What follows belongs to an exercise in optimizing a design on an open flow for small area, a short achievable clock period and few clock cycles per item; a production flow would make more cautious choices.
In this exercise RTL edits were held to simulation tests only and were not proved equivalent to the original.
No activity file was given, so power comes from the tool's default toggle rates.

[flow/design.v]
module mc10_fsk_runs (
    input  wire        clk,
    input  wire        rst,
    input  wire        in_valid,
    input  wire [15:0] in_sample,
    input  wire        in_last,
    output wire        in_ready,
    output reg         run_valid,
    output wire [19:0] run_len,
    output reg         done_valid,
    output reg         done_trunc,
    output wire [19:0] done_trunc_idx,
    output wire [19:0] done_count,
    output wire        done_nosig
);
    localparam integer FD  = 55;      
    localparam integer FAW = 6;
    localparam [3:0] S_SCAN  = 4'd0,
                     S_HIGH  = 4'd1,
                     S_LOW   = 4'd2,
                     S_TSTART= 4'd3,
                     S_ROT   = 4'd4,
                     S_BC1   = 4'd5,
                     S_TRUNC = 4'd6,
                     S_DONE  = 4'd7,
                     S_D0    = 4'd8,
                     S_D1    = 4'd9,
                     S_D2    = 4'd10,
                     S_D3    = 4'd11,
                     S_D4    = 4'd12,
                     S_D5    = 4'd13,
                     S_SCEND = 4'd14,
                     S_BC2   = 4'd15;
    reg [15:0]    fmem [0:FD-1];
    reg [FAW-1:0] lpos0, lpos1;       
    reg           lpv0, lpv1;
    reg [FAW-1:0] fhead, ftail, raddr;
    reg [FAW:0]   fcnt;
    reg           in_ready_r;
    assign in_ready = in_ready_r;
    wire push = in_valid & in_ready_r;
    always @(posedge clk) begin
        if (push)
            fmem[ftail] <= in_sample;
    end
    wire [15:0] rd_s = fmem[raddr];
    wire        rd_l = (lpv0 & (lpos0 == raddr)) | (lpv1 & (lpos1 == raddr));
    wire [16:0] rd = {rd_l, rd_s};
    reg [3:0]  state;
    reg        ret_low;           
    reg        hv;                
    reg [15:0] hs;
    reg        hl;
    reg [3:0]  lv;                
    reg [15:0] ls0, ls1, ls2, ls3;    
    reg [19:0] lx0, lx1, lx2, lx3;    
    reg        ll0, ll1, ll2, ll3;    
    reg [60*16-1:0] tv;           
    reg [5:0]  rofs;              
    reg        rot_st;            
    reg signed [22:0] A;
    reg signed [22:0] B;
    reg signed [21:0] R;
    reg        bvalid;
    reg        exact;
    reg [19:0] idx;
    reg [19:0] run;
    reg        run_nz;
    reg [19:0] count;
    reg [5:0]  skip;              
    reg [5:0]  age;               
    reg [5:0]  since;             
    reg [5:0]  nvt;               
    reg [5:0]  scnt;
    reg [5:0]  wn;
    reg [5:0]  rem;
    reg signed [15:0] fmax, fmin, gmax, gmin;
    reg [16:0] span_r;
    reg        nosig_r;
    reg        scv;               
    reg [15:0] scs;
    reg        scl;
    reg        scan_on;           
    assign run_len        = run;
    assign done_trunc_idx = run;
    assign done_count     = count;
    assign done_nosig     = nosig_r;
    wire [15:0] t59   = tv[59*16 +: 16];
    wire [15:0] old_s = t59;
    wire        adv_ok = (rofs == 6'd0) | (since == 6'd0);
    wire signed [22:0] m0 = {lx0[19], lx0, 2'b00};
    wire signed [22:0] m1 = {lx1[19], lx1, 2'b00};
    wire signed [22:0] m2 = {lx2[19], lx2, 2'b00};
    wire signed [22:0] m3 = {lx3[19], lx3, 2'b00};
    wire signed [22:0] Rx = {R[21], R};
    wire ex1 = ~ll0;
    wire ex2 = ex1 & ~ll1;
    wire ex3 = ex2 & ~ll2;
    wire anyA = (m0 > A) | (ex1 & (m1 > A)) | (ex2 & (m2 > A)) | (ex3 & (m3 > A));
    wire anyR = (m0 > Rx) | (ex1 & (m1 > Rx)) | (ex2 & (m2 > Rx)) | (ex3 & (m3 > Rx));
    wire have_la = lv[0] & (ll0 | (lv[1] & (ll1 | (lv[2] & (ll2 | lv[3])))));
    wire ltA   = m0 < A;
    wire ltB   = m0 < B;
    wire bsure = ltA | (exact & ltB);
    wire nbel  = bvalid & ~ltB;
    wire since_full = (since == 6'd60);
    wire anyN  = since_full ? anyR : anyA;
    reg [3:0] nstate;
    reg adv_h, adv_l, adv_f, tnew, rot_inc, report, fin_norm, anchor_ev;
    reg [15:0] sc_s;
    reg        sc_l;
    reg        sc_av;
    always @(*) begin
        case (scnt[1:0])
            2'd0: begin sc_s = ls0; sc_l = ll0; end
            2'd1: begin sc_s = ls1; sc_l = ll1; end
            2'd2: begin sc_s = ls2; sc_l = ll2; end
            default: begin sc_s = ls3; sc_l = ll3; end
        endcase
        sc_av = lv[scnt[1:0]];
        if (scnt == 6'd4) begin
            sc_s  = hs;
            sc_l  = hl;
            sc_av = lv[3] & hv;
        end else if (scnt > 6'd4) begin
            sc_s  = rd[15:0];
            sc_l  = rd[16];
            sc_av = lv[3] & hv & ({1'b0, fcnt} > {1'b0, scnt} - 7'd5);
        end
    end
    wire sc_issue = (state == S_SCAN) & scan_on & sc_av;
    wire [6:0] rofs_age = {1'b0, rofs} + {1'b0, age};
    wire       rot_go   = (rofs == 6'd0) | rot_st;
    wire       rot_in   = rofs_age <= 7'd59;
    wire       rot_last = rofs_age == 7'd59;
    always @(*) begin
        nstate    = state;
        adv_h     = 1'b0;
        adv_l     = 1'b0;
        adv_f     = 1'b0;
        tnew      = 1'b0;
        rot_inc   = 1'b0;
        report    = 1'b0;
        fin_norm  = 1'b0;
        anchor_ev = 1'b0;
        case (state)
            S_HIGH: begin
                if (have_la) begin
                    if (anyA) begin
                        if (adv_ok) begin
                            adv_h = 1'b1;
                            if (ll0) nstate = S_TRUNC;
                        end
                    end else begin
                        report = run_nz;
                        if ((ll0 && run_nz) || !adv_ok) begin
                            nstate = S_LOW;
                        end else if (bsure) begin
                            adv_l = 1'b1;
                            if (ll0) begin fin_norm = 1'b1; nstate = S_DONE; end
                            else nstate = S_LOW;
                        end else if (nbel) begin
                            if (!run_nz) begin
                                adv_f = 1'b1;
                                if (ll0) begin fin_norm = 1'b1; nstate = S_DONE; end
                                else nstate = S_TSTART;
                            end else begin
                                nstate = S_TSTART;
                            end
                        end else begin
                            nstate = S_LOW;
                        end
                    end
                end
            end
            S_LOW: begin
                if (lv[0]) begin
                    if (bsure) begin
                        if (adv_ok) begin
                            adv_l = 1'b1;
                            if (ll0) begin fin_norm = 1'b1; nstate = S_DONE; end
                        end
                    end else if (nbel) begin
                        if (skip == 6'd0 && !run_nz) begin
                            if (adv_ok) begin
                                adv_f = 1'b1;
                                if (ll0) begin fin_norm = 1'b1; nstate = S_DONE; end
                                else nstate = S_TSTART;
                            end
                        end else if (skip == 6'd61) begin
                            anchor_ev = 1'b1;
                            nstate = S_SCAN;
                        end else begin
                            tnew = 1'b1;
                            nstate = S_HIGH;
                            if (have_la && anyN && adv_ok) begin
                                adv_h = 1'b1;
                                if (ll0) nstate = S_TRUNC;
                            end
                        end
                    end else if (bvalid) begin
                        if (age == 6'd60) begin
                            nstate = S_BC1;
                        end else begin
                            rot_inc = rot_go & rot_in;
                            nstate = (rot_inc & rot_last) ? S_BC1 : S_ROT;
                        end
                    end
                end
            end
            S_TSTART: begin
                tnew = 1'b1;
                nstate = S_HIGH;
                if (have_la && anyN && adv_ok) begin
                    adv_h = 1'b1;
                    if (ll0) nstate = S_TRUNC;
                end
            end
            S_ROT: begin
                rot_inc = rot_go & rot_in;
                if (rot_inc & rot_last) nstate = S_BC1;
            end
            S_BC1:   nstate = S_BC2;
            S_BC2:   nstate = ret_low ? S_LOW : S_HIGH;
            S_TRUNC: nstate = S_DONE;
            S_DONE:  nstate = S_SCAN;
            S_SCAN: begin
                if (sc_issue && (sc_l || scnt == 6'd59))
                    nstate = S_SCEND;
            end
            S_SCEND: nstate = (wn == 6'd60) ? S_BC1 : S_D0;
            S_D0: nstate = S_D1;
            S_D1: if (scnt == 6'd22) nstate = S_D2;
            S_D2: nstate = S_D3;
            S_D3: if (scnt == 6'd22) nstate = S_D4;
            S_D4: if (scnt == 6'd59) nstate = S_D5;
            S_D5: nstate = S_BC1;
            default: nstate = S_DONE;
        endcase
    end
    wire adv = adv_h | adv_l | adv_f;
    wire        f_reset = tnew | anchor_ev | (state == S_DONE);
    wire signed [15:0] fmax_b = f_reset ? 16'sh8000 : fmax;
    wire signed [15:0] fmin_b = f_reset ? 16'sh7fff : fmin;
    wire        scan_acc = scv & ((state == S_SCAN) | (state == S_SCEND));
    wire signed [15:0] f_in   = scan_acc ? scs : t59;
    wire        f_inc  = scan_acc | rot_inc | (adv & (tnew | (age != 6'd60)));
    wire signed [15:0] s0 = ls0;
    wire [16:0] fspan = {fmax[15], fmax} - {fmin[15], fmin};
    wire [16:0] gspan = {gmax[15], gmax} - {gmin[15], gmin};
    wire signed [22:0] span10 = {2'b00, span_r, 3'b000} + {4'b0000, span_r, 1'b0};
    wire signed [22:0] b_new  = A + span10 + {22'd0, (state == S_BC2) & (rem != 6'd0)};
    wire [6:0] rem_sh = {rem, A[22]};
    wire       dge    = rem_sh >= {1'b0, wn};
    wire [6:0] rem_d  = dge ? (rem_sh - {1'b0, wn}) : rem_sh;
    wire [11:0] rem60 = {rem, 6'd0} - {4'd0, rem, 2'd0};
    wire [15:0] t_in = adv ? ls0 : t59;
    wire [3:0] lv_s = adv ? {1'b0, lv[3:1]} : lv;
    wire [3:0] fsel;
    assign fsel[0] = hv & ~lv_s[0];
    assign fsel[1] = hv & ~lv_s[1] & lv_s[0];
    assign fsel[2] = hv & ~lv_s[2] & lv_s[1];
    assign fsel[3] = hv & ~lv_s[3] & lv_s[2];
    wire       take_h = |fsel;
    wire       fne    = (fcnt != 0);
    wire       hload  = fne & (~hv | take_h);
    wire [19:0] hx    = {hs, 4'd0} - {{4{hs[15]}}, hs};
    wire [FAW:0]   fcnt_p  = fcnt + {{FAW{1'b0}}, push};
    wire [FAW:0]   fcnt_pm = fcnt_p - 1'b1;
    wire           nl_two  = (lpv0 & lpv1) | ((lpv0 | lpv1) & push & in_last);
    wire [FAW-1:0] fhead_inc = (fhead == FD-1) ? {FAW{1'b0}} : fhead + 1'b1;
    wire [FAW-1:0] ftail_inc = (ftail == FD-1) ? {FAW{1'b0}} : ftail + 1'b1;
    wire [FAW-1:0] raddr_inc = (raddr == FD-1) ? {FAW{1'b0}} : raddr + 1'b1;
    always @(posedge clk) begin
        if (rst) begin
            state      <= S_DONE;
            fhead      <= {FAW{1'b0}};
            ftail      <= {FAW{1'b0}};
            raddr      <= {FAW{1'b0}};
            fcnt       <= {(FAW+1){1'b0}};
            lpv0       <= 1'b0;
            lpv1       <= 1'b0;
            rofs       <= 6'd0;
            rot_st     <= 1'b0;
            in_ready_r <= 1'b0;
            lv         <= 4'd0;
            hv         <= 1'b0;
            run_valid  <= 1'b0;
            done_valid <= 1'b0;
            done_trunc <= 1'b0;
            nosig_r    <= 1'b0;
            bvalid     <= 1'b0;
            exact      <= 1'b0;
            ret_low    <= 1'b0;
            scv        <= 1'b0;
            scan_on    <= 1'b0;
        end else begin
            state <= nstate;
            if (adv) rofs <= 6'd0;
            else     rofs <= (rofs == 6'd59) ? 6'd0 : rofs + 6'd1;
            if (rot_inc & rot_last) rot_st <= 1'b0;
            else if (rot_inc)       rot_st <= 1'b1;
            if (push) ftail <= ftail_inc;
            if (hload) fhead <= fhead_inc;
            fcnt <= hload ? fcnt_pm : fcnt_p;
            in_ready_r <= (fcnt_p < FD) & !nl_two;
            if (push && in_last && !lpv0) begin
                lpv0  <= 1'b1;
                lpos0 <= ftail;
            end else if (hload && lpv0 && lpos0 == raddr)
                lpv0  <= 1'b0;
            if (push && in_last && lpv0) begin
                lpv1  <= 1'b1;
                lpos1 <= ftail;
            end else if (hload && lpv1 && lpos1 == raddr)
                lpv1  <= 1'b0;
            if (sc_issue && scnt > 6'd4)
                raddr <= raddr_inc;
            else if (!(state == S_SCAN && scnt > 6'd4))
                raddr <= hload ? fhead_inc : fhead;
            hv <= hload | (hv & ~take_h);
            lv <= lv_s | fsel;
            scv <= sc_issue;
            if (state == S_DONE || anchor_ev)
                scan_on <= 1'b1;
            else if (sc_issue && (sc_l || scnt == 6'd59))
                scan_on <= 1'b0;
            run_valid  <= report;
            done_valid <= fin_norm | (state == S_TRUNC);
            done_trunc <= (state == S_TRUNC);
            if (fin_norm | (state == S_TRUNC))
                nosig_r <= fin_norm & (count == 20'd0);
            if (tnew & since_full) begin
                bvalid <= 1'b0;
                exact  <= 1'b0;
            end else if (state == S_BC2) begin
                bvalid <= 1'b1;
                exact  <= 1'b1;
            end else if (!bvalid) begin
                bvalid <= 1'b1;
            end
            if (state == S_LOW && (nstate == S_ROT || nstate == S_BC1))
                ret_low <= 1'b1;
            else if (state == S_SCEND)
                ret_low <= 1'b0;
        end
        if (hload) begin hs <= rd[15:0]; hl <= rd[16]; end
        if (fsel[0]) begin ls0 <= hs; lx0 <= hx; ll0 <= hl; end
        else if (adv) begin ls0 <= ls1; lx0 <= lx1; ll0 <= ll1; end
        if (fsel[1]) begin ls1 <= hs; lx1 <= hx; ll1 <= hl; end
        else if (adv) begin ls1 <= ls2; lx1 <= lx2; ll1 <= ll2; end
        if (fsel[2]) begin ls2 <= hs; lx2 <= hx; ll2 <= hl; end
        else if (adv) begin ls2 <= ls3; lx2 <= lx3; ll2 <= ll3; end
        if (fsel[3]) begin ls3 <= hs; lx3 <= hx; ll3 <= hl; end
        tv <= {tv[58*16+15:0], t_in};
        if (sc_issue) begin scs <= sc_s; scl <= sc_l; end
        if (rst || state == S_DONE)
            R <= 22'sd0;
        else if (adv)
            R <= R + {{6{s0[15]}}, s0} - ((nvt == 6'd60) ? {{6{old_s[15]}}, old_s} : 22'sd0);
        if (rst || state == S_DONE) nvt <= 6'd0;
        else if (adv && nvt != 6'd60) nvt <= nvt + 6'd1;
        if (rst || state == S_DONE || anchor_ev) since <= 6'd0;
        else if (adv && !since_full) since <= since + 6'd1;
        if (rst || state == S_DONE) idx <= 20'd0;
        else if (adv) idx <= idx + 20'd1;
        if (rst || state == S_DONE) count <= 20'd0;
        else if (report) count <= count + 20'd1;
        if (rst || state == S_DONE || anchor_ev) begin
            gmax <= 16'sh8000;
            gmin <= 16'sh7fff;
        end else if (adv) begin
            if (s0 > gmax) gmax <= s0;
            if (s0 < gmin) gmin <= s0;
        end
        span_r <= (state == S_BC1) ? fspan : gspan;
        if (f_inc) begin
            fmax <= (f_in > fmax_b) ? f_in : fmax_b;
            fmin <= (f_in < fmin_b) ? f_in : fmin_b;
        end else begin
            fmax <= fmax_b;
            fmin <= fmin_b;
        end
        if (state == S_TRUNC) begin
            run <= idx - run;
        end else if (tnew || anchor_ev || state == S_DONE) begin
            run    <= adv_h ? 20'd1 : 20'd0;
            run_nz <= adv_h;
        end else if (adv_h) begin
            run    <= run + 20'd1;
            run_nz <= 1'b1;
        end
        if (tnew || anchor_ev || state == S_DONE)
            skip <= 6'd0;
        else if (adv_l && skip != 6'd61)
            skip <= skip + 6'd1;
        if (tnew)
            age <= adv ? 6'd1 : 6'd0;
        else if (adv && age != 6'd60)
            age <= age + 6'd1;
        if (state == S_DONE || anchor_ev ||
            state == S_D0 || state == S_D2 || (state == S_D3 && nstate == S_D4))
            scnt <= 6'd0;
        else if (sc_issue ||
                 state == S_D1 || state == S_D3 || state == S_D4)
            scnt <= scnt + 6'd1;
        if (sc_issue)
            wn <= scnt + 6'd1;
        case (state)
            S_SCAN, S_SCEND: if (scv) A <= A + {{7{scs[15]}}, scs};
            S_D0:    A <= A + {2'b00, wn, 15'd0};
            S_D1:    A <= {A[21:0], dge};
            S_D2:    A <= {11'd0, rem60};
            S_D3:    A <= {A[21:0], dge};
            S_D4:    A <= A + B;
            S_D5:    A <= A - 23'sd1966080;
            S_DONE:  A <= 23'sd0;
            default: if (tnew && since_full) A <= Rx;
                     else if (anchor_ev) A <= 23'sd0;
        endcase
        if (state == S_D2)
            B <= A;
        else if (state == S_BC2 || (!bvalid && (state == S_HIGH || state == S_LOW || state == S_TSTART)))
            B <= b_new;
        if (state == S_DONE || anchor_ev || state == S_D0 || state == S_D2)
            rem <= 6'd0;
        else if (state == S_D1 || state == S_D3)
            rem <= rem_d[5:0];
    end
endmodule
[flow/run.sh]
#!/bin/bash
# synth_recipe.tcl (not shown) runs the flow's synth.tcl, then flattens the netlist and writes it again
# the make line also repeats each setting of config.mk as NAME=value (left out here)
make -C /OpenROAD-flow-scripts/flow DESIGN_CONFIG=/design/flow/config.mk WORK_HOME=/design/flow/orfs CLKGATE_MAP_FILE= SYNTH_SCRIPT=/design/flow/synth_recipe.tcl finish
[flow/config.mk]
export PLATFORM = sky130hd
export DESIGN_NAME = mc10_fsk_runs
export DESIGN_NICKNAME = mc10_fsk_runs
export VERILOG_FILES = /design/flow/design.v
export SDC_FILE = /design/flow/constraint.sdc
export NUM_CORES = 4
export LEC_CHECK = 0
export CAP_MARGIN = 60
export CORE_MARGIN = 2
export CORE_UTILIZATION = 50
export SETUP_SLACK_MARGIN = 5
export SLEW_MARGIN = 60
[flow/constraint.sdc]
create_clock -name core_clock -period 12.0 [get_ports {clk}]
set_input_delay 2.4000 -clock core_clock [delete_from_list [all_inputs] [get_ports {clk}]]
set_output_delay 2.4000 -clock core_clock [all_outputs]
set_load 0.01 [all_outputs]
==> reports/qor.yml, run 1 <==
cts_buffer_depth: 3
synth.area.top_cells: "edfxtp_1 (38%), dfxtp_1 (26%), mux4_2 (6.7%)"
wl_mm: 230.6
cts_hold_buffers: 0
max-vdd-ir-drop_v: 0.0001536
synth_warnings: 1
post_cts_resized: 0
dp.final_hpwl_mm: 162.2
period_minus_slack_ps: 6156
slew_headroom_pct: 54.30
r2r_slack_ps: 5840
final-hold-violation-count: 0
synth_edf_count: 1148
n_fill_cell: 14190
worstSetupPathType: "flip-flop to flip-flop"
h-tree-depth: 4
leakage_uw: 0.03890
setup_viol_count_final: 0
final_area_um2: 104200
avgSynthCellArea_um2: 14.10
antenna_left: 0
syn_inst: 6464
grt_pass1_vias: 52230
rsz0062_at_grt: "no"
grt_pass1_wl_mm: 342.5
seq_power_share_pct: 39.4
fmax_mhz: 162.4
min-delay-start: "tv[6]$_DFF_P_"
instances_no_fill: 9254
overflow: 0
drt_iter0_markers: 4453
num_vias: 52740
routed_via_density: 5.699
design.core.area_um2: 180900
cts_root_buffer: "clkbuf_16"
drive_gt1_share_pct: 16.11
ys_seq_area_share_pct: 64.00
p_int_uw: 16990
start_util_pct: 50.38
fp.dieW_um: 431.0
grt_use_total_pct: 24.80
die_area_um2: 185700
numClockSinks: 2340
synthArstFlopShare_pct: 0
synth_fa_ha_area_share_pct: 7.330
clock_skew_ps: 120.3
start_kind: "flip-flop"
synth-simple-area-share_pct: 7.130
gp_congestion: 0.9157
postCtsSetupBuffers: 0
placement.io_buffers: 84
dpl_cell_area_um2: 95880
pin_count: 85
synthDistinctLibCells: 100
synth_xor_area_share_pct: 2.191
grt_start_max_net_pins: 68
rows: 156
synth_area_um2: 91150
clockPowerShare_pct: 29.2
cts_tree: "done"
insertion_delay_ps: 890
yosysTopAreaCell: "edfxtp_1"
combPwrFrac_pct: 31.5
antenna_found_initial: 15
cp-end-kind: "flip-flop"
routedWlPerCell_um: 24.92
outcome: "finished clean"
cp.arrival_ps: 6840
synth_top_family_by_area: "multiplexers"
worstHoldPathCells: 0
p_sw_uw: 8549
fin_crit_sh_pct: 51.30
r2r-start: "A[19]$_DFFE_PP_"
required_ps: 12690
hold_path_class: "flip-flop to flip-flop"
slew_viol_final: 0
ys.flop_type: "dfxtp_1"
ys_ff_latch: 2340
synthMuxAreaShare_pct: 9.970
fin_nets: 7209
worstMarginPinSlew_ps: 678.4
holdPathEnd: "tv[22]$_DFF_P_"
cts-buffers-inserted: 226
synth.top_cell.area_share_pct: 37.82
place_inst: 8818
tns_ps: 0
path_max_fanout: 32
p_per_area_nw_per_um2: 245.2
clk_pin_slew_worst_paths_ps: 70
r2r-end: "fmax[15]$_DFF_P_"
synth_nets: 6991
die_h_um: 431.0
r2r_cells: 23
area_growth_pct: 14.28
max_cap_violations: 0
switching_share_pct: 33.47
synth_compound_area_share_pct: 6.844
drt-pass1-iter-count: 8
drc: 0
layer usage:
layer | up-vias | part of all wire, % | GRT usage, %
met3 | 362 | 5.5 | 3.511
met4 | 2 | 3.2 | 8.030
li1 | 24380 | - | -
met1 | 26440 | 44 | 34.38
met2 | 1553 | 48 | 40.42
met5 | - | 0.0052 | 0
metrics by stage:
stage	hold WS, ps	utilization (%)	worst slack (ps)	total power, uW
floorplan	309.6	-	6734	15340
global placement	309.5	52.31	5673	17900
detailed placement	312.1	52.99	5850	18160
CTS	254.2	57.44	5810	25670
global route	254.8	57.56	5345	26790
finish	259.3	57.57	5844	25540
cells by family (layout without fill, tap and decap cells):
family,Yosys count,after routing
flip-flops,2340,2340
AND/OR/NAND/NOR,1351,1351
AO/OA/AOI/OAI,961,961
buffers and inverters,559,973
multiplexers,518,518
adder cells (fa/ha/maj),507,507
XOR/XNOR,228,228
other,0,6
worst max path at each step:
stage,endpoint,cells after the start,slack [ps],from
floorplan,ll0$_DFFE_PP_,15,6730,A[19]$_DFFE_PP_
global placement,fmax[2]$_DFF_P_,23,5670,A[19]$_DFFE_PP_
detailed placement,fmax[15]$_DFF_P_,23,5850,A[19]$_DFFE_PP_
CTS,fmax[15]$_DFF_P_,23,5810,A[19]$_DFFE_PP_
global route,fmax[15]$_DFF_P_,23,5350,A[20]$_DFFE_PP_
finish,fmax[15]$_DFF_P_,23,5840,A[19]$_DFFE_PP_
final cells by class:
cell class,count,area (um2),share of cell area (%)
Antenna cell,6,15.01,0.01441
Clock buffer,299,6434,6.176
Clock inverter,125,1622,1.557
Inverter,330,1244,1.194
Multi-Input combinational cell,3565,31210,29.96
Sequential cell,2340,58370,56.04
Tap cell,2370,2965,2.847
Timing Repair Buffer,219,2305,2.213
critical path: stages (launching register included):
cell and delay (ps):
edfxtp_1 680, inv_1 270, ha_1 350, nand4_1 200, nor4_1 430, o31ai_1 160
and2_1 200, mux2i_1 280, or2_1 400, o32a_1 220, buf_4 420, nand2_1 150
ha_1 300, nor2b_1 130, o21a_1 170, o21a_1 160, o21a_1 160, o21a_1 160
o21a_1 160, o21a_1 160, o21ai_0 150, nand3_1 80, and3_2 400, mux2i_1 190
sequential cells by signal (all words and copies together) (netlist names), 20 cells and up, named ones only:
| name | cells |
|---|---|
| fmem | 880 |
| tv | 960 |
| run | 20 |
| B | 23 |
| idx | 20 |
| A | 23 |
| count | 20 |
| R | 22 |
synthesized netlist by cell type, types with 37 or more instances:
library cell  count
nand4_1          65
mux2_4           88
xnor2_1         136
nand2b_1         39
mux4_2          273
edfxtp_1       1148
a21o_1           81
nand2_1         323
o211ai_1         44
inv_1           327
a211oi_1         46
clkbuf_1        148
nor4_1           37
o21ai_0         236
ha_1            462
nand3_1         164
nor3_1           79
a21oi_1         263
and3_1           41
mux2i_1         120
nor2_1          402
fa_1             45
o21a_1           42
dfxtp_1        1192
mux2_2           37
xor2_1           92
and2_1           38
power groups by stage:
stage	registers (uW)	clock network, uW	logic (uW)
after CTS	10100	7600	8010
after floorplan	9840	0	5510
after global routing	10100	7920	8730
after detailed placement	10200	0	7950
final	10100	7450	8040
after global placement	10200	0	7670
cell usage in the layout (no fill, tap or decap), drive strengths merged, types with 65 or more instances in the layout:
cell	instances
nand3	165
edfxtp	1148
nor3	81
nand2	324
inv	339
ha	462
buf	149
clkdlybuf4s50	67
a21oi	263
nor2	402
o21ai	238
clkbuf	301
a21o	81
mux4	273
clkinv	83
mux2	125
xnor2	136
nand4	65
xor2	92
mux2i	120
dfxtp	1192
Testbench counts, summed over its fixed seeds: cycles 239,303, samples 234,355.
==> run 2: changes to the inputs <==
--- a/flow/design.v
+++ b/flow/design.v
@@ -32,4 +32,7 @@
                      S_SCEND = 4'd14,
                      S_BC2   = 4'd15;
+    reg rst_r;
+    always @(posedge clk) rst_r <= rst;
+    wire rst_o = rst | rst_r;
     reg [15:0]    fmem [0:FD-1];
     reg [FAW-1:0] lpos0, lpos1;       
@@ -39,8 +42,14 @@
     reg           in_ready_r;
     assign in_ready = in_ready_r;
-    wire push = in_valid & in_ready_r;
+    wire        acc = in_valid & in_ready_r;
+    reg         iv_r;
+    reg  [15:0] is_r;
+    reg         il_r;
+    wire        push = iv_r;
     always @(posedge clk) begin
+        is_r <= in_sample;
+        il_r <= in_last;
         if (push)
-            fmem[ftail] <= in_sample;
+            fmem[ftail] <= is_r;
     end
     wire [15:0] rd_s = fmem[raddr];
@@ -62,4 +71,5 @@
     reg signed [22:0] B;
     reg signed [21:0] R;
+    reg signed [21:0] Rn;         
     reg        bvalid;
     reg        exact;
@@ -89,4 +99,8 @@
     wire [15:0] old_s = t59;
     wire        adv_ok = (rofs == 6'd0) | (since == 6'd0);
+    reg  [3:0] fa;                
+    reg  [3:0] fr;                
+    reg        la, la_v;          
+    reg        lb, lb_v;          
     wire signed [22:0] m0 = {lx0[19], lx0, 2'b00};
     wire signed [22:0] m1 = {lx1[19], lx1, 2'b00};
@@ -97,11 +111,10 @@
     wire ex2 = ex1 & ~ll1;
     wire ex3 = ex2 & ~ll2;
-    wire anyA = (m0 > A) | (ex1 & (m1 > A)) | (ex2 & (m2 > A)) | (ex3 & (m3 > A));
-    wire anyR = (m0 > Rx) | (ex1 & (m1 > Rx)) | (ex2 & (m2 > Rx)) | (ex3 & (m3 > Rx));
+    wire anyA = fa[0] | (ex1 & fa[1]) | (ex2 & fa[2]) | (ex3 & fa[3]);
+    wire anyR = fr[0] | (ex1 & fr[1]) | (ex2 & fr[2]) | (ex3 & fr[3]);
     wire have_la = lv[0] & (ll0 | (lv[1] & (ll1 | (lv[2] & (ll2 | lv[3])))));
-    wire ltA   = m0 < A;
-    wire ltB   = m0 < B;
-    wire bsure = ltA | (exact & ltB);
-    wire nbel  = bvalid & ~ltB;
+    wire bsure = (la_v & la) | (exact & lb_v & lb);
+    wire nbel  = bvalid & lb_v & ~lb;
+    wire amb   = bvalid & lb_v & la_v & ~exact & ~la & lb;
     wire since_full = (since == 6'd60);
     wire anyN  = since_full ? anyR : anyA;
@@ -199,5 +212,5 @@
                             end
                         end
-                    end else if (bvalid) begin
+                    end else if (amb) begin
                         if (age == 6'd60) begin
                             nstate = S_BC1;
@@ -243,5 +256,5 @@
     wire signed [15:0] fmax_b = f_reset ? 16'sh8000 : fmax;
     wire signed [15:0] fmin_b = f_reset ? 16'sh7fff : fmin;
-    wire        scan_acc = scv & ((state == S_SCAN) | (state == S_SCEND));
+    wire        scan_acc = scv;           
     wire signed [15:0] f_in   = scan_acc ? scs : t59;
     wire        f_inc  = scan_acc | rot_inc | (adv & (tnew | (age != 6'd60)));
@@ -257,4 +270,9 @@
     wire [15:0] t_in = adv ? ls0 : t59;
     wire [3:0] lv_s = adv ? {1'b0, lv[3:1]} : lv;
+    wire [3:0] fill;
+    assign fill[0] = hv & ~lv[0];
+    assign fill[1] = hv & ~lv[1] & lv[0];
+    assign fill[2] = hv & ~lv[2] & lv[1];
+    assign fill[3] = hv & ~lv[3] & lv[2];
     wire [3:0] fsel;
     assign fsel[0] = hv & ~lv_s[0];
@@ -266,12 +284,85 @@
     wire       hload  = fne & (~hv | take_h);
     wire [19:0] hx    = {hs, 4'd0} - {{4{hs[15]}}, hs};
+    wire signed [15:0] hsv = hs;
+    wire signed [22:0] mh  = {hx[19], hx, 2'b00};
+    wire [15:0] t58   = tv[58*16 +: 16];
+    wire        nvt_a = (nvt >= 6'd59);
+    wire        nvt_h = (nvt == 6'd60);
+    wire signed [15:0] src_a = lv[1] ? ls1 : hs;
+    wire signed [15:0] src_h = lv[0] ? ls0 : hs;
+    wire signed [16:0] t58e  = {t58[15], t58};
+    wire signed [21:0] t58x  = nvt_a ? {{6{t58[15]}}, t58} : 22'sd0;
+    wire signed [21:0] t58y  = nvt_h ? {{6{t58[15]}}, t58} : 22'sd0;
+    wire signed [21:0] rn_a  = Rn + {{6{src_a[15]}}, src_a} - t58x;
+    wire signed [21:0] rn_h  = R  + {{6{src_h[15]}}, src_h} - t58y;
+    wire signed [22:0] Rnx   = {Rn[21], Rn};
+    wire gtA0 = A < m0;
+    wire gtA1 = A < m1;
+    wire gtA2 = A < m2;
+    wire gtA3 = A < m3;
+    wire ltA0 = m0 < A;
+    wire ltA1 = m1 < A;
+    wire signed [24:0] h64 = {{3{hsv[15]}}, hsv, 6'd0};
+    wire signed [24:0] h4  = {{7{hsv[15]}}, hsv, 2'd0};
+    wire signed [24:0] qha = {{2{A[22]}}, A} - h64 + h4;
+    wire signed [24:0] qhr = {{3{R[21]}}, R} - h64 + h4;
+    wire gtHA = qha[24];
+    wire gtHR = qhr[24];
+    wire ltB0 = m0 < B;
+    wire ltB1 = m1 < B;
+    wire gtRn0 = Rnx < m1;
+    wire gtRn1 = Rnx < m2;
+    wire gtRn2 = Rnx < m3;
+    wire signed [24:0] q3 = {{3{Rn[21]}}, Rn} - h64 + h4;
+    wire gtRn3 = q3[24];
+    wire a_to_r = tnew & since_full;
+    wire b_chg  = (state == S_D2) | (state == S_BC2) |
+                  (!bvalid && (state == S_HIGH || state == S_LOW || state == S_TSTART));
+    wire [3:0] srcH = adv ? {1'b1, ~lv[3:1]} : ~lv;
+    wire [3:0] gtA_sh = {1'b0, gtA3, gtA2, gtA1};
+    wire [3:0] gtA_ho = {gtA3, gtA2, gtA1, gtA0};
+    wire [3:0] fr_sh  = {1'b0, fr[3:1]};
+    wire [3:0] gtRn   = {1'b0, gtRn2, gtRn1, gtRn0};
+    wire [3:0] srcH_a = {1'b1, ~lv[3:1]};      
+    wire [3:0] srcH_h = ~lv;                   
+    wire [3:0] faR_a  = (srcH_a & {4{gtHR}}) | (~srcH_a & fr_sh);
+    wire [3:0] faR_h  = (srcH_h & {4{gtHR}}) | (~srcH_h & fr);
+    wire [3:0] faA_a  = (srcH_a & {4{gtHA}}) | (~srcH_a & gtA_sh);
+    wire [3:0] faA_h  = (srcH_h & {4{gtHA}}) | (~srcH_h & gtA_ho);
+    wire [3:0] fa_nx  = adv ? (a_to_r ? faR_a : faA_a) : (a_to_r ? faR_h : faA_h);
+    wire [3:0] fr_a   = (srcH_a & {4{gtRn3}}) | (~srcH_a & gtRn);
+    wire [3:0] fr_h   = (srcH_h & {4{gtHR}})  | (~srcH_h & fr);
+    wire [3:0] fr_nx  = adv ? fr_a : fr_h;
+    wire       la_nx  = adv ? ltA1 : ltA0;
+    wire       la_vnx = ~a_to_r & (adv ? lv[1] : lv[0]);
+    wire       lb_nx  = adv ? ltB1 : ltB0;
+    wire       lb_vnx = ~b_chg & (adv ? lv[1] : lv[0]);
     wire [FAW:0]   fcnt_p  = fcnt + {{FAW{1'b0}}, push};
     wire [FAW:0]   fcnt_pm = fcnt_p - 1'b1;
-    wire           nl_two  = (lpv0 & lpv1) | ((lpv0 | lpv1) & push & in_last);
+    wire           fcnt_ok0 = fcnt_p < FD;         
+    wire           fcnt_ok1 = fcnt_p < FD - 1;     
+    wire [1:0]     nlast0  = {1'b0, lpv0} + {1'b0, lpv1} + {1'b0, push & il_r};
+    wire           nl_two  = (nlast0 >= 2'd2) | ((nlast0 != 2'd0) & acc & in_last);
     wire [FAW-1:0] fhead_inc = (fhead == FD-1) ? {FAW{1'b0}} : fhead + 1'b1;
     wire [FAW-1:0] ftail_inc = (ftail == FD-1) ? {FAW{1'b0}} : ftail + 1'b1;
     wire [FAW-1:0] raddr_inc = (raddr == FD-1) ? {FAW{1'b0}} : raddr + 1'b1;
     always @(posedge clk) begin
-        if (rst) begin
+        if (rst_o) begin
+            in_ready_r <= 1'b0;
+            iv_r       <= 1'b0;
+            run_valid  <= 1'b0;
+            done_valid <= 1'b0;
+            done_trunc <= 1'b0;
+            nosig_r    <= 1'b0;
+        end else begin
+            iv_r       <= acc;
+            in_ready_r <= (acc ? fcnt_ok1 : fcnt_ok0) & !nl_two;
+            run_valid  <= report;
+            done_valid <= fin_norm | (state == S_TRUNC);
+            done_trunc <= (state == S_TRUNC);
+            if (fin_norm | (state == S_TRUNC))
+                nosig_r <= fin_norm & (count == 20'd0);
+        end
+        if (rst_r) begin
             state      <= S_DONE;
             fhead      <= {FAW{1'b0}};
@@ -283,11 +374,6 @@
             rofs       <= 6'd0;
             rot_st     <= 1'b0;
-            in_ready_r <= 1'b0;
             lv         <= 4'd0;
             hv         <= 1'b0;
-            run_valid  <= 1'b0;
-            done_valid <= 1'b0;
-            done_trunc <= 1'b0;
-            nosig_r    <= 1'b0;
             bvalid     <= 1'b0;
             exact      <= 1'b0;
@@ -304,11 +390,10 @@
             if (hload) fhead <= fhead_inc;
             fcnt <= hload ? fcnt_pm : fcnt_p;
-            in_ready_r <= (fcnt_p < FD) & !nl_two;
-            if (push && in_last && !lpv0) begin
+            if (push && il_r && !lpv0) begin
                 lpv0  <= 1'b1;
                 lpos0 <= ftail;
             end else if (hload && lpv0 && lpos0 == raddr)
                 lpv0  <= 1'b0;
-            if (push && in_last && lpv0) begin
+            if (push && il_r && lpv0) begin
                 lpv1  <= 1'b1;
                 lpos1 <= ftail;
@@ -326,9 +411,4 @@
             else if (sc_issue && (sc_l || scnt == 6'd59))
                 scan_on <= 1'b0;
-            run_valid  <= report;
-            done_valid <= fin_norm | (state == S_TRUNC);
-            done_trunc <= (state == S_TRUNC);
-            if (fin_norm | (state == S_TRUNC))
-                nosig_r <= fin_norm & (count == 20'd0);
             if (tnew & since_full) begin
                 bvalid <= 1'b0;
@@ -346,26 +426,42 @@
         end
         if (hload) begin hs <= rd[15:0]; hl <= rd[16]; end
-        if (fsel[0]) begin ls0 <= hs; lx0 <= hx; ll0 <= hl; end
-        else if (adv) begin ls0 <= ls1; lx0 <= lx1; ll0 <= ll1; end
-        if (fsel[1]) begin ls1 <= hs; lx1 <= hx; ll1 <= hl; end
-        else if (adv) begin ls1 <= ls2; lx1 <= lx2; ll1 <= ll2; end
-        if (fsel[2]) begin ls2 <= hs; lx2 <= hx; ll2 <= hl; end
-        else if (adv) begin ls2 <= ls3; lx2 <= lx3; ll2 <= ll3; end
-        if (fsel[3]) begin ls3 <= hs; lx3 <= hx; ll3 <= hl; end
+        if (adv | fill[0]) begin
+            if (lv[1]) begin ls0 <= ls1; lx0 <= lx1; ll0 <= ll1; end
+            else       begin ls0 <= hs;  lx0 <= hx;  ll0 <= hl;  end
+        end
+        if (adv | fill[1]) begin
+            if (lv[2]) begin ls1 <= ls2; lx1 <= lx2; ll1 <= ll2; end
+            else       begin ls1 <= hs;  lx1 <= hx;  ll1 <= hl;  end
+        end
+        if (adv | fill[2]) begin
+            if (lv[3]) begin ls2 <= ls3; lx2 <= lx3; ll2 <= ll3; end
+            else       begin ls2 <= hs;  lx2 <= hx;  ll2 <= hl;  end
+        end
+        if (adv | fill[3]) begin ls3 <= hs; lx3 <= hx; ll3 <= hl; end
+        fa   <= fa_nx;
+        fr   <= fr_nx;
+        la   <= la_nx;
+        la_v <= la_vnx;
+        lb   <= lb_nx;
+        lb_v <= lb_vnx;
         tv <= {tv[58*16+15:0], t_in};
         if (sc_issue) begin scs <= sc_s; scl <= sc_l; end
-        if (rst || state == S_DONE)
+        if (rst_r || state == S_DONE)
             R <= 22'sd0;
         else if (adv)
-            R <= R + {{6{s0[15]}}, s0} - ((nvt == 6'd60) ? {{6{old_s[15]}}, old_s} : 22'sd0);
-        if (rst || state == S_DONE) nvt <= 6'd0;
+            R <= Rn;
+        if (rst_r || state == S_DONE)
+            Rn <= {{6{src_h[15]}}, src_h};
+        else
+            Rn <= adv ? rn_a : rn_h;
+        if (rst_r || state == S_DONE) nvt <= 6'd0;
         else if (adv && nvt != 6'd60) nvt <= nvt + 6'd1;
-        if (rst || state == S_DONE || anchor_ev) since <= 6'd0;
+        if (rst_r || state == S_DONE || anchor_ev) since <= 6'd0;
         else if (adv && !since_full) since <= since + 6'd1;
-        if (rst || state == S_DONE) idx <= 20'd0;
+        if (rst_r || state == S_DONE) idx <= 20'd0;
         else if (adv) idx <= idx + 20'd1;
-        if (rst || state == S_DONE) count <= 20'd0;
+        if (rst_r || state == S_DONE) count <= 20'd0;
         else if (report) count <= count + 20'd1;
-        if (rst || state == S_DONE || anchor_ev) begin
+        if (rst_r || state == S_DONE || anchor_ev) begin
             gmax <= 16'sh8000;
             gmin <= 16'sh7fff;
@@ -375,10 +471,10 @@
         end
         span_r <= (state == S_BC1) ? fspan : gspan;
-        if (f_inc) begin
-            fmax <= (f_in > fmax_b) ? f_in : fmax_b;
-            fmin <= (f_in < fmin_b) ? f_in : fmin_b;
-        end else begin
-            fmax <= fmax_b;
-            fmin <= fmin_b;
+        if (f_reset) begin
+            fmax <= f_inc ? f_in : 16'sh8000;
+            fmin <= f_inc ? f_in : 16'sh7fff;
+        end else if (f_inc) begin
+            if (f_in > fmax) fmax <= f_in;
+            if (f_in < fmin) fmin <= f_in;
         end
         if (state == S_TRUNC) begin
==> run 2 against run 1 <==
  * Die area up 6.6%
  * Synthesized cell count up 13%
  * Clock power up 1%
  * Core utilization about the same
  * Largest cell class unchanged
==> reports/qor.yml, run 2 <==
outcome: "finished clean"  # unchanged
synthDistinctLibCells: 100  # unchanged
r2r-end: "Rn[21]$_DFF_P_"  # was fmax[15]$_DFF_P_
max_cap_violations: 0  # unchanged
grt_pass1_vias: 57230  # was 52,230
grt_pass1_wl_mm: 364.4  # was 342.5 mm
cts_root_buffer: "clkbuf_16"  # unchanged
r2r_cells: 16  # was 23
cts-buffers-inserted: 234  # was 226
n_fill_cell: 15420  # was 14,190
die_area_um2: 197900  # was 185,700 um2
hold_path_class: "flip-flop to flip-flop"  # unchanged
overflow: 0  # unchanged
synth_nets: 8032  # was 6,991
gp_congestion: 0.9534  # was 0.9157
regMostFlops: "tv"  # unchanged
rsz0062_at_grt: "no"  # unchanged
worstSetupPathType: "flip-flop to flip-flop"  # unchanged
pin_count: 85  # unchanged
ff_latch_area_um2: 59820  # was 58,370 um2
area_growth_pct: 14.14  # was 14.28%
critPathTopFamily: "compound AO/OA/AOI/OAI gates"  # was simple AND/OR/NAND/NOR gates
final_common_cell: "edfxtp_1"  # was dfxtp_1
worstMarginPinSlew_ps: 638.6  # was 678.4 ps
wl_mm: 243.5  # was 230.6 mm
clk_pin_slew_worst_paths_ps: 70  # about the same
largest_reg_flops: 960  # unchanged
fp.dieW_um: 444.9  # was 431.0 um
cp.arrival_ps: 5900  # was 6840 ps
insertion_delay_ps: 890  # about the same
postCtsSetupBuffers: 0  # unchanged
start_util_pct: 50.41  # was 50.38%
synthArstFlopShare_pct: 0  # unchanged
num_vias: 58370  # was 52,740
p_per_area_nw_per_um2: 266.8  # was 245.2 nW/um2
period_minus_slack_ps: 5126  # was 6156 ps
grt_use_total_pct: 24.52  # was 24.80%
clock_skew_ps: 78.13  # was 120.3 ps
min-delay-start: "tv[925]$_DFF_P_"  # was tv[6]$_DFF_P_
start_kind: "flip-flop"  # unchanged
routedWlPerCell_um: 23.59  # was 24.92 um
cts_tree: "done"  # unchanged
fin_crit_sh_pct: 42.72  # was 51.30%
crit_start: "lv[1]$_SDFF_PP0_"  # was A[19]$_DFFE_PP_
ys_ff_latch: 2393  # was 2,340
final_cell_mix: "edfxtp_1 (1,180), dfxtp_1 (1,177), inv_1 (584)"  # was dfxtp_1 (1,176), edfxtp_1 (1,148), ha_1 (458)
cp-end-kind: "flip-flop"  # unchanged
cts_buffer_depth: 3  # unchanged
routed_via_density: 5.653  # was 5.699
r2r_slack_ps: 6870  # was 5840 ps
synth.top_cell.area_share_pct: 36.46  # was 37.82%
path_max_fanout: 54  # was 32
leakage_uw: 0.04278  # was 0.03890 uW
synth_warnings: 1  # unchanged
numClockSinks: 2393  # was 2,340
instances_no_fill: 10320  # was 9,254
fin_nets: 8294  # was 7,209
drt-pass1-iter-count: 8  # unchanged
slew_headroom_pct: 57.17  # was 54.30%
dp.final_hpwl_mm: 168.9  # was 162.2 mm
multi_input_area_um2: 34630  # was 31,210 um2
final-hold-violation-count: 0  # unchanged
cpMaxStageDelayCell: "dfxtp_2"  # was edfxtp_1
max-vdd-ir-drop_v: 0.0001774  # was 0.0001536 V
syn_inst: 7324  # was 6,464
ys_seq_area_share_pct: 61.45  # was 64.00%
fmax_mhz: 195.1  # was 162.4 MHz
design.core.area_um2: 192800  # was 180,900 um2
cts_hold_buffers: 0  # unchanged
antenna_left: 0  # unchanged
crit_buf_inv: 2  # unchanged
synth_area_um2: 97180  # was 91,150 um2
tns_ps: 0  # unchanged
yosysTopAreaCell: "edfxtp_1"  # unchanged
synth_common_cells: "dfxtp_1 (1,213), edfxtp_1 (1,180), inv_1 (585), ha_1 (576), nand2_1 (487)"  # was dfxtp_1 (1,192), edfxtp_1 (1,148), ha_1 (462), nor2_1 (402), inv_1 (327)
rows: 161  # was 156
synthMostInstantiatedCell: "dfxtp_1"  # unchanged
ys.flop_type: "dfxtp_1"  # unchanged
drc: 0  # unchanged
post_cts_resized: 0  # unchanged
grt_start_max_net_pins: 84  # was 68
slew_viol_final: 0  # unchanged
drive_gt1_share_pct: 13.26  # was 16.11%
holdWs_ps: 295.6  # was 259.3 ps
place_inst: 9861  # was 8,818
crit_path_end: "Rn[21]$_DFF_P_"  # was fmax[15]$_DFF_P_
synth.area.top_cells: "edfxtp_1 (36%), dfxtp_1 (25%), ha_1 (7.4%)"  # was edfxtp_1 (38%), dfxtp_1 (26%), mux4_2 (6.7%)
cp.depth: 16  # was 23
placement.io_buffers: 84  # unchanged
h-tree-depth: 4  # unchanged
required_ps: 12770  # was 12,690 ps
die_h_um: 444.9  # was 431.0 um
antenna_found_initial: 7  # was 15
setup_viol_count_final: 0  # unchanged
synth_edf_count: 1180  # was 1,148
largestRegisters: "tv: 960 flops, fmem: 880 flops"  # unchanged
slowest_delay_ps: 650  # was 680 ps
drt_iter0_markers: 5230  # was 4,453
crit_chain: "buf_6, nand2_1, o21a_1, fa_1, inv_1, ha_1, a211oi_1, o21ai_0, a2111oi_2, o31ai_2, a41o_1, a211oi_1, a21oi_1, xnor2_1, nand2_1, a31oi_1"  # was inv_1, ha_1, nand4_1, nor4_1, o31ai_1, and2_1, mux2i_1, or2_1, o32a_1, buf_4, nand2_1, ha_1, nor2b_1, o21a_1, o21a_1, o21a_1, o21a_1, o21a_1, o21a_1, o21ai_0, nand3_1, and3_2, mux2i_1
avgSynthCellArea_um2: 13.27  # was 14.10 um2
r2r-start: "lv[1]$_SDFF_PP0_"  # was A[19]$_DFFE_PP_
run 2: layout make-up:
class / instances / area share, %
well taps: 2526 / 2.849
flip-flops and latches: 2393 / 53.93
multi-input cells: 4093 / 31.22
clock buffers: 312 / 5.888
repair buffers: 278 / 2.696
clock inverters: 134 / 1.426
diodes: 2 / 0.004512
inverters: 586 / 1.985
run 2: power by group:
group	internal (uW)	switching [uW]	total (uW)
Combinational	4790	6860	11600
Clock	4350	3200	7550
Sequential	9630	757	10400
Total	18800	10800	29600
run 2: kinds of logic after synthesis:
kind of cell	after synthesis	synth area share (%)
AND/OR/NAND/NOR	1507	7.271
AO/OA/AOI/OAI	1219	7.967
XOR/XNOR	269	2.424
buffers and inverters	838	3.391
flip-flops	2393	61.45
multiplexers	410	7.774
adder cells (fa/ha/maj)	688	9.723
run 2: worst min path at each step:
stage                     depth (start not counted)               to  slack, ps
after CTS                                         0  tv[429]$_DFF_P_        300
after global placement                            0  tv[730]$_DFF_P_        310
after detailed placement                          0  tv[118]$_DFF_P_        310
after global routing                              0  tv[807]$_DFF_P_        310
final                                             0  tv[941]$_DFF_P_        300
after floorplan                                   0  tv[100]$_DFF_P_        310
run 2: routing by layer:
metal  wire, um  global-route usage (%)  part of all wire (%)  vias to the layer above
met1     106000                   33.91                    44                    29200
met4       9489                   9.405                   3.9                        6
li1           -                       -                     -                    27020
met5         34                       0                 0.014                        -
met2     113200                   39.32                    46                     1731
met3      14770                   3.519                   6.1                      415
run 2: stage by stage:
stage | util (%) | setup slack, ps | area [um2] | power [uW]
floorplan | - | 7679 | 97180 | 18300
global placement | 52.53 | 6460 | 101300 | 21610
detailed placement | 53.16 | 6843 | 102500 | 22000
CTS | 57.36 | 6764 | 110600 | 29630
global route | 57.54 | 6554 | 110900 | 31420
finish | 57.54 | 6874 | 110900 | 29590
Testbench counts of run 2, summed over its fixed seeds: cycles 239,319, samples 234,355.
==> run 3: changes to the inputs <==
--- a/flow/design.v
+++ b/flow/design.v
@@ -16,20 +16,21 @@
     localparam integer FD  = 55;      
     localparam integer FAW = 6;
-    localparam [3:0] S_SCAN  = 4'd0,
-                     S_HIGH  = 4'd1,
-                     S_LOW   = 4'd2,
-                     S_TSTART= 4'd3,
-                     S_ROT   = 4'd4,
-                     S_BC1   = 4'd5,
-                     S_TRUNC = 4'd6,
-                     S_DONE  = 4'd7,
-                     S_D0    = 4'd8,
-                     S_D1    = 4'd9,
-                     S_D2    = 4'd10,
-                     S_D3    = 4'd11,
-                     S_D4    = 4'd12,
-                     S_D5    = 4'd13,
-                     S_SCEND = 4'd14,
-                     S_BC2   = 4'd15;
+    localparam [4:0] S_SCAN  = 5'd0,
+                     S_HIGH  = 5'd1,
+                     S_LOW   = 5'd2,
+                     S_TSTART= 5'd3,
+                     S_ROT   = 5'd4,
+                     S_BC1   = 5'd5,
+                     S_TRUNC = 5'd6,
+                     S_DONE  = 5'd7,
+                     S_D0    = 5'd8,
+                     S_D1    = 5'd9,
+                     S_D2    = 5'd10,
+                     S_D3    = 5'd11,
+                     S_D4    = 5'd12,
+                     S_D5    = 5'd13,
+                     S_SCEND = 5'd14,
+                     S_BC2   = 5'd15,
+                     S_BC1B  = 5'd16;
     reg rst_r;
     always @(posedge clk) rst_r <= rst;
@@ -56,5 +57,5 @@
     wire        rd_l = (lpv0 & (lpos0 == raddr)) | (lpv1 & (lpos1 == raddr));
     wire [16:0] rd = {rd_l, rd_s};
-    reg [3:0]  state;
+    reg [4:0]  state;
     reg        ret_low;           
     reg        hv;                
@@ -82,9 +83,13 @@
     reg [5:0]  since;             
     reg [5:0]  nvt;               
+    reg        nvt59;             
+    reg        nvt60;             
     reg [5:0]  scnt;
     reg [5:0]  wn;
     reg [5:0]  rem;
     reg signed [15:0] fmax, fmin, gmax, gmin;
-    reg [16:0] span_r;
+    reg [16:0] span_r;            
+    reg [19:0] span10_r;          
+    reg        bdly;              
     reg        nosig_r;
     reg        scv;               
@@ -98,5 +103,6 @@
     wire [15:0] t59   = tv[59*16 +: 16];
     wire [15:0] old_s = t59;
-    wire        adv_ok = (rofs == 6'd0) | (since == 6'd0);
+    reg         rn_ok;            
+    wire        adv_ok = ((rofs == 6'd0) | (since == 6'd0)) & rn_ok;
     reg  [3:0] fa;                
     reg  [3:0] fr;                
@@ -113,5 +119,5 @@
     wire anyA = fa[0] | (ex1 & fa[1]) | (ex2 & fa[2]) | (ex3 & fa[3]);
     wire anyR = fr[0] | (ex1 & fr[1]) | (ex2 & fr[2]) | (ex3 & fr[3]);
-    wire have_la = lv[0] & (ll0 | (lv[1] & (ll1 | (lv[2] & (ll2 | lv[3])))));
+    reg  have_la;                 
     wire bsure = (la_v & la) | (exact & lb_v & lb);
     wire nbel  = bvalid & lb_v & ~lb;
@@ -119,5 +125,5 @@
     wire since_full = (since == 6'd60);
     wire anyN  = since_full ? anyR : anyA;
-    reg [3:0] nstate;
+    reg [4:0] nstate;
     reg adv_h, adv_l, adv_f, tnew, rot_inc, report, fin_norm, anchor_ev;
     reg [15:0] sc_s;
@@ -234,5 +240,6 @@
                 if (rot_inc & rot_last) nstate = S_BC1;
             end
-            S_BC1:   nstate = S_BC2;
+            S_BC1:   nstate = S_BC1B;
+            S_BC1B:  nstate = S_BC2;
             S_BC2:   nstate = ret_low ? S_LOW : S_HIGH;
             S_TRUNC: nstate = S_DONE;
@@ -262,6 +269,6 @@
     wire [16:0] fspan = {fmax[15], fmax} - {fmin[15], fmin};
     wire [16:0] gspan = {gmax[15], gmax} - {gmin[15], gmin};
-    wire signed [22:0] span10 = {2'b00, span_r, 3'b000} + {4'b0000, span_r, 1'b0};
-    wire signed [22:0] b_new  = A + span10 + {22'd0, (state == S_BC2) & (rem != 6'd0)};
+    reg        bcin_r;            
+    wire signed [22:0] b_new  = A + {3'b000, span10_r} + {22'd0, bcin_r};
     wire [6:0] rem_sh = {rem, A[22]};
     wire       dge    = rem_sh >= {1'b0, wn};
@@ -287,6 +294,6 @@
     wire signed [22:0] mh  = {hx[19], hx, 2'b00};
     wire [15:0] t58   = tv[58*16 +: 16];
-    wire        nvt_a = (nvt >= 6'd59);
-    wire        nvt_h = (nvt == 6'd60);
+    wire        nvt_a = nvt59;
+    wire        nvt_h = nvt60;
     wire signed [15:0] src_a = lv[1] ? ls1 : hs;
     wire signed [15:0] src_h = lv[0] ? ls0 : hs;
@@ -294,6 +301,8 @@
     wire signed [21:0] t58x  = nvt_a ? {{6{t58[15]}}, t58} : 22'sd0;
     wire signed [21:0] t58y  = nvt_h ? {{6{t58[15]}}, t58} : 22'sd0;
-    wire signed [21:0] rn_a  = Rn + {{6{src_a[15]}}, src_a} - t58x;
-    wire signed [21:0] rn_h  = R  + {{6{src_h[15]}}, src_h} - t58y;
+    wire signed [15:0] ls1v  = ls1;
+    wire signed [15:0] ls0v  = ls0;
+    wire signed [21:0] rn_a  = Rn + {{6{ls1v[15]}}, ls1v} - t58x;
+    wire signed [21:0] rn_h  = R  + {{6{ls0v[15]}}, ls0v} - t58y;
     wire signed [22:0] Rnx   = {Rn[21], Rn};
     wire gtA0 = A < m0;
@@ -317,6 +326,6 @@
     wire gtRn3 = q3[24];
     wire a_to_r = tnew & since_full;
-    wire b_chg  = (state == S_D2) | (state == S_BC2) |
-                  (!bvalid && (state == S_HIGH || state == S_LOW || state == S_TSTART));
+    wire b_ld   = !bvalid && !bdly && (state == S_HIGH || state == S_LOW || state == S_TSTART);
+    wire b_chg  = (state == S_D2) | (state == S_BC2) | b_ld;
     wire [3:0] srcH = adv ? {1'b1, ~lv[3:1]} : ~lv;
     wire [3:0] gtA_sh = {1'b0, gtA3, gtA2, gtA1};
@@ -338,4 +347,15 @@
     wire       lb_nx  = adv ? ltB1 : ltB0;
     wire       lb_vnx = ~b_chg & (adv ? lv[1] : lv[0]);
+    wire [3:0] lv_nx = lv_s | fsel;
+    wire       nl0_a = lv[1] ? ll1 : hl;
+    wire       nl1_a = lv[2] ? ll2 : hl;
+    wire       nl2_a = lv[3] ? ll3 : hl;
+    wire       nl0_h = lv[0] ? ll0 : hl;
+    wire       nl1_h = lv[1] ? ll1 : hl;
+    wire       nl2_h = lv[2] ? ll2 : hl;
+    wire       nl0   = adv ? nl0_a : nl0_h;
+    wire       nl1   = adv ? nl1_a : nl1_h;
+    wire       nl2   = adv ? nl2_a : nl2_h;
+    wire       hla_nx = lv_nx[0] & (nl0 | (lv_nx[1] & (nl1 | (lv_nx[2] & (nl2 | lv_nx[3])))));
     wire [FAW:0]   fcnt_p  = fcnt + {{FAW{1'b0}}, push};
     wire [FAW:0]   fcnt_pm = fcnt_p - 1'b1;
@@ -378,4 +398,5 @@
             bvalid     <= 1'b0;
             exact      <= 1'b0;
+            bdly       <= 1'b0;
             ret_low    <= 1'b0;
             scv        <= 1'b0;
@@ -414,7 +435,10 @@
                 bvalid <= 1'b0;
                 exact  <= 1'b0;
+                bdly   <= 1'b1;
             end else if (state == S_BC2) begin
                 bvalid <= 1'b1;
                 exact  <= 1'b1;
+            end else if (bdly) begin
+                bdly   <= 1'b0;
             end else if (!bvalid) begin
                 bvalid <= 1'b1;
@@ -439,4 +463,5 @@
         end
         if (adv | fill[3]) begin ls3 <= hs; lx3 <= hx; ll3 <= hl; end
+        have_la <= hla_nx;
         fa   <= fa_nx;
         fr   <= fr_nx;
@@ -451,10 +476,20 @@
         else if (adv)
             R <= Rn;
-        if (rst_r || state == S_DONE)
-            Rn <= {{6{src_h[15]}}, src_h};
-        else
-            Rn <= adv ? rn_a : rn_h;
-        if (rst_r || state == S_DONE) nvt <= 6'd0;
-        else if (adv && nvt != 6'd60) nvt <= nvt + 6'd1;
+        if (rst_r || state == S_DONE) begin
+            Rn    <= {{6{ls0v[15]}}, ls0v};
+            rn_ok <= lv[0];
+        end else begin
+            Rn    <= adv ? rn_a : rn_h;
+            rn_ok <= adv ? lv[1] : lv[0];
+        end
+        if (rst_r || state == S_DONE) begin
+            nvt   <= 6'd0;
+            nvt59 <= 1'b0;
+            nvt60 <= 1'b0;
+        end else if (adv && !nvt60) begin
+            nvt   <= nvt + 6'd1;
+            nvt59 <= (nvt >= 6'd58);
+            nvt60 <= (nvt == 6'd59);
+        end
         if (rst_r || state == S_DONE || anchor_ev) since <= 6'd0;
         else if (adv && !since_full) since <= since + 6'd1;
@@ -470,5 +505,7 @@
             if (s0 < gmin) gmin <= s0;
         end
-        span_r <= (state == S_BC1) ? fspan : gspan;
+        span_r   <= (state == S_BC1) ? fspan : gspan;
+        span10_r <= {span_r, 3'b000} + {2'b00, span_r, 1'b0};
+        bcin_r   <= (state == S_BC1B) & (rem != 6'd0);
         if (f_reset) begin
             fmax <= f_inc ? f_in : 16'sh8000;
@@ -517,5 +554,5 @@
         if (state == S_D2)
             B <= A;
-        else if (state == S_BC2 || (!bvalid && (state == S_HIGH || state == S_LOW || state == S_TSTART)))
+        else if (state == S_BC2 || b_ld)
             B <= b_new;
         if (state == S_DONE || anchor_ev || state == S_D0 || state == S_D2)
--- a/flow/config.mk
+++ b/flow/config.mk
@@ -6,4 +6,5 @@
 export NUM_CORES = 4
 export LEC_CHECK = 0
+export ABC_AREA = 1
 export CAP_MARGIN = 60
 export CORE_MARGIN = 2
==> run 3 against run 2 <==
  * Combinational power is about 10% lower
  * Critical path depth is 15 lower
  * Non-clock buffer count unchanged
  * First-iteration DRC count rose by 27%
  * Still clean on timing, DRC and antenna
  * Sequential power hardly changed
==> reports/qor.yml, run 3 <==
cts_buffer_depth: 3  # unchanged
area_growth_pct: 13.83  # was 14.14%
crit_chain: "clkdlybuf4s50_1"  # was buf_6, nand2_1, o21a_1, fa_1, inv_1, ha_1, a211oi_1, o21ai_0, a2111oi_2, o31ai_2, a41o_1, a211oi_1, a21oi_1, xnor2_1, nand2_1, a31oi_1
worstMarginPinSlew_ps: 667.0  # was 638.6 ps
fin_crit_sh_pct: 37.59  # was 42.72%
final_area_um2: 113300  # was 110,900 um2
synth.area.top_cells: "edfxtp_1 (36%), dfxtp_1 (25%), ha_1 (7.3%)"  # was edfxtp_1 (36%), dfxtp_1 (25%), ha_1 (7.4%)
drc: 0  # unchanged
combPwrFrac_pct: 36.5  # was 39.4%
num_vias: 70530  # was 58,370
slew_viol_final: 0  # unchanged
numClockSinks: 2419  # was 2,393
insertion_delay_ps: 910  # was 890 ps
synthArstFlopShare_pct: 0  # unchanged
critPathTopFamily: "buffers and inverters"  # was compound AO/OA/AOI/OAI gates
cts_root_buffer: "clkbuf_16"  # unchanged
largest_reg_flops: 960  # unchanged
required_ps: 9600  # was 12,770 ps
drive_gt1_share_pct: 9.105  # was 13.26%
synth_warnings: 1  # unchanged
final_common_cell: "dfxtp_1"  # was edfxtp_1
die_h_um: 450.2  # was 444.9 um
die_area_um2: 202700  # was 197,900 um2
r2r_slack_ps: 7760  # was 6870 ps
final-hold-violation-count: 0  # unchanged
leakage_uw: 0.04528  # was 0.04278 uW
hold_path_class: "flip-flop to flip-flop"  # unchanged
antenna_left: 0  # unchanged
clock_skew_ps: 73.24  # was 78.13 ps
fmax_mhz: 221.7  # was 195.1 MHz
post_cts_resized: 0  # unchanged
synth_xor_area_share_pct: 1.540  # was 2.424%
cts_tree: "done"  # unchanged
cp.arrival_ps: 2110  # was 5900 ps
postCtsSetupBuffers: 0  # unchanged
rows: 163  # was 161
synth_common_cells: "dfxtp_1 (1,239), edfxtp_1 (1,180), nand2_1 (1,099), o21ai_0 (1,018), inv_1 (956)"  # was dfxtp_1 (1,213), edfxtp_1 (1,180), inv_1 (585), ha_1 (576), nand2_1 (487)
worstSetupPathType: "flip-flop to primary output"  # was flip-flop to flip-flop
start_kind: "flip-flop"  # unchanged
period_minus_slack_ps: 4511  # was 5126 ps
design.core.area_um2: 197600  # was 192,800 um2
synthMostInstantiatedCell: "dfxtp_1"  # unchanged
worstHoldPathCells: 0  # unchanged
drt_iter0_markers: 6659  # was 5,230
synth_area_um2: 99550  # was 97,180 um2
grt_start_max_net_pins: 168  # was 84
drt-pass1-iter-count: 6  # was 8
synth_nets: 10100  # was 8,032
cp-end-kind: "primary output"  # was flip-flop
max-vdd-ir-drop_v: 0.0002045  # was 0.0001774 V
r2r_cells: 11  # was 16
cts-buffers-inserted: 238  # was 234
rsz0062_at_grt: "no"  # unchanged
max_cap_violations: 0  # unchanged
fin_nets: 10290  # was 8,294
largestRegisters: "tv: 960 flops, fmem: 880 flops"  # unchanged
tns_ps: 0  # unchanged
synth_edf_count: 1180  # unchanged
outcome: "finished clean"  # unchanged
cts_hold_buffers: 0  # unchanged
min-delay-start: "tv[168]$_DFF_P_"  # was tv[925]$_DFF_P_
n_fill_cell: 16670  # was 15,420
grt_pass1_wl_mm: 448.4  # was 364.4 mm
regMostFlops: "tv"  # unchanged
p_per_area_nw_per_um2: 250.1  # was 266.8 nW/um2
dp.final_hpwl_mm: 217.6  # was 168.9 mm
synth_top_family_by_area: "compound AO/OA/AOI/OAI gates"  # was adder cells
syn_inst: 9402  # was 7,324
clockPowerShare_pct: 26.7  # was 25.5%
routed_via_density: 5.661  # was 5.653
slew_headroom_pct: 55.53  # was 57.17%
synth_compound_area_share_pct: 12.40  # was 7.967%
seq_power_share_pct: 36.7  # was 35.1%
path_max_fanout: 7  # was 54
ys.flop_type: "dfxtp_1"  # unchanged
synthDistinctLibCells: 82  # was 100
h-tree-depth: 4  # unchanged
dpl_cell_area_um2: 104800  # was 102,500 um2
synth_fa_ha_area_share_pct: 9.311  # was 9.723%
gp_congestion: 0.9995  # was 0.9534
pin_count: 85  # unchanged
setup_viol_count_final: 0  # unchanged
switching_share_pct: 38.81  # was 36.55%
synth.top_cell.area_share_pct: 35.59  # was 36.46%
crit_buf_inv: 1  # was 2
grt_use_total_pct: 29.90  # was 24.52%
ys_seq_area_share_pct: 60.51  # was 61.45%
holdPathEnd: "tv[184]$_DFF_P_"  # was tv[941]$_DFF_P_
fp.dieW_um: 450.2  # was 444.9 um
r2r-end: "lx2[16]$_DFFE_PP_"  # was Rn[21]$_DFF_P_
routedWlPerCell_um: 24.65  # was 23.59 um
grt_pass1_vias: 67360  # was 57,230
avgSynthCellArea_um2: 10.59  # was 13.27 um2
start_util_pct: 50.38  # was 50.41%
synth-simple-area-share_pct: 11.12  # was 7.271%
r2r-start: "hs[5]$_DFFE_PN_"  # was lv[1]$_SDFF_PP0_
overflow: 0  # unchanged
clk_pin_slew_worst_paths_ps: 70  # about the same
antenna_found_initial: 24  # was 7
final_cell_mix: "dfxtp_1 (1,193), edfxtp_1 (1,180), nand2_1 (1,090)"  # was edfxtp_1 (1,180), dfxtp_1 (1,177), inv_1 (584)
synthMuxAreaShare_pct: 0.03016  # was 7.774%
wl_mm: 307.1  # was 243.5 mm
slowest_delay_ps: 620  # was 650 ps
cpMaxStageDelayCell: "clkdlybuf4s50_1"  # was dfxtp_2
placement.io_buffers: 84  # unchanged
yosysTopAreaCell: "edfxtp_1"  # unchanged
ys_ff_latch: 2419  # was 2,393
p_sw_uw: 11000  # was 10,810 uW
p_int_uw: 17340  # was 18,780 uW
[run 3: cell types whose count changed after synthesis, sizes merged, moves of 89 or more]
cell    previous run  this run
o22ai             24       243
mux4             273         0
nand2            489      1115
inv              586       970
nor2             417       945
nand3            113       256
clkbuf           167       256
a21o             117        13
o21ai            363      1026
a21oi            308       610
mux2i            109         3
[run 3: logic make-up after synthesis]
logic type,after synthesis
AOI/OAI and AO/OA,2206
xor gates and xnor gates,175
adders and majority gates,682
buffers and inverters,1309
DFF,2419
muxes,3
and+or+nand+nor,2608
[run 3: area by class of cell]
type / count / area, um2 / share of cell area (%)
diodes: 23 / 57.56 / 0.05079
clock buffers: 304 / 6681 / 5.896
clock inverters: 148 / 1469 / 1.296
inverters: 974 / 3705 / 3.269
multi-input cells: 5674 / 34930 / 30.83
flip-flops and latches: 2419 / 60330 / 53.24
well taps: 2640 / 3303 / 2.915
repair buffers: 278 / 2843 / 2.508
[run 3: metal layers]
metal  part of all wire [%]  track usage [%]  vias to the layer above
met5                 0.0023                0                        -
met4                    6.3            16.62                        2
met2                     46            48.22                     2654
li1                       -                -                    32900
met1                     40            38.89                    34320
met3                    6.7            4.204                      656
[run 3: worst max path at each step]
stage	cells past startpoint	end	startpoint
6_report	1	run_len[16]	run[16]$_DFFE_PP_
5_1_grt	11	lx2[16]$_DFFE_PP_	hs[5]$_DFFE_PN_
4_1_cts	1	run_len[16]	run[16]$_DFFE_PP_
3_5_place_dp	12	scs[11]$_DFFE_PP_	flip-flop
3_3_place_gp	13	lx1[6]$_DFFE_PP_	rofs[1]$_SDFF_PP0_
2_1_floorplan	3	ll2$_DFFE_PP_	lv[1]$_SDFF_PP0_
[run 3: power groups by stage]
stage	sequential (uW)	combinational, uW	clock (uW)
after floorplan	10200	6670	0
after global placement	10600	9660	0
final	10400	10400	7580
after CTS	10400	10200	7730
after detailed placement	10600	10100	0
after global routing	10400	11500	8070
[run 3: metrics by stage]
step	power (uW)	hold slack, ps	setup slack, ps	instances	utilization, %
CTS	28290	266.5	7461	12430	57.17
floorplan	16860	309.6	7968	9402	-
finish	28340	269.8	7489	12460	57.34
global placement	20310	309.7	7207	11920	52.40
global route	30010	260.9	7294	12450	57.33
detailed placement	20690	312.1	7881	11970	53.05
Testbench counts of run 3, summed over its fixed seeds: cycles 239,378, samples 234,355.

==> static timing again, ports no longer ideal <==
In the flow no input, the clock included, has a driving cell. The finished layouts below were timed again as built, in two steps.
Step 1, drivers: a clkbuf_16 drives clk and a buf_2 each remaining input, both assumed.
Step 2 adds t to the input delays and takes it off the output delays; t is the mean of the earliest and latest rising clock arrival at the registers after step 1. Input paths then give back, and output paths get back, about the clock's delay inside the block.
Slacks: ideal / step 1 / step 2; pairs: ideal / step 1.
run | t (ns) | setup WS [ns] | worst register clock-pin slew, ns
run 1 | 0.915 | 5.844 / 5.844 / 5.844 | 0.07 / 0.07
run 2 | 0.933 | 6.874 / 6.874 / 6.874 | 0.07 / 0.07
run 3 | 0.969 | 7.489 / 7.393 / 7.760 | 0.07 / 0.07
After both steps every run listed still meets setup and hold.
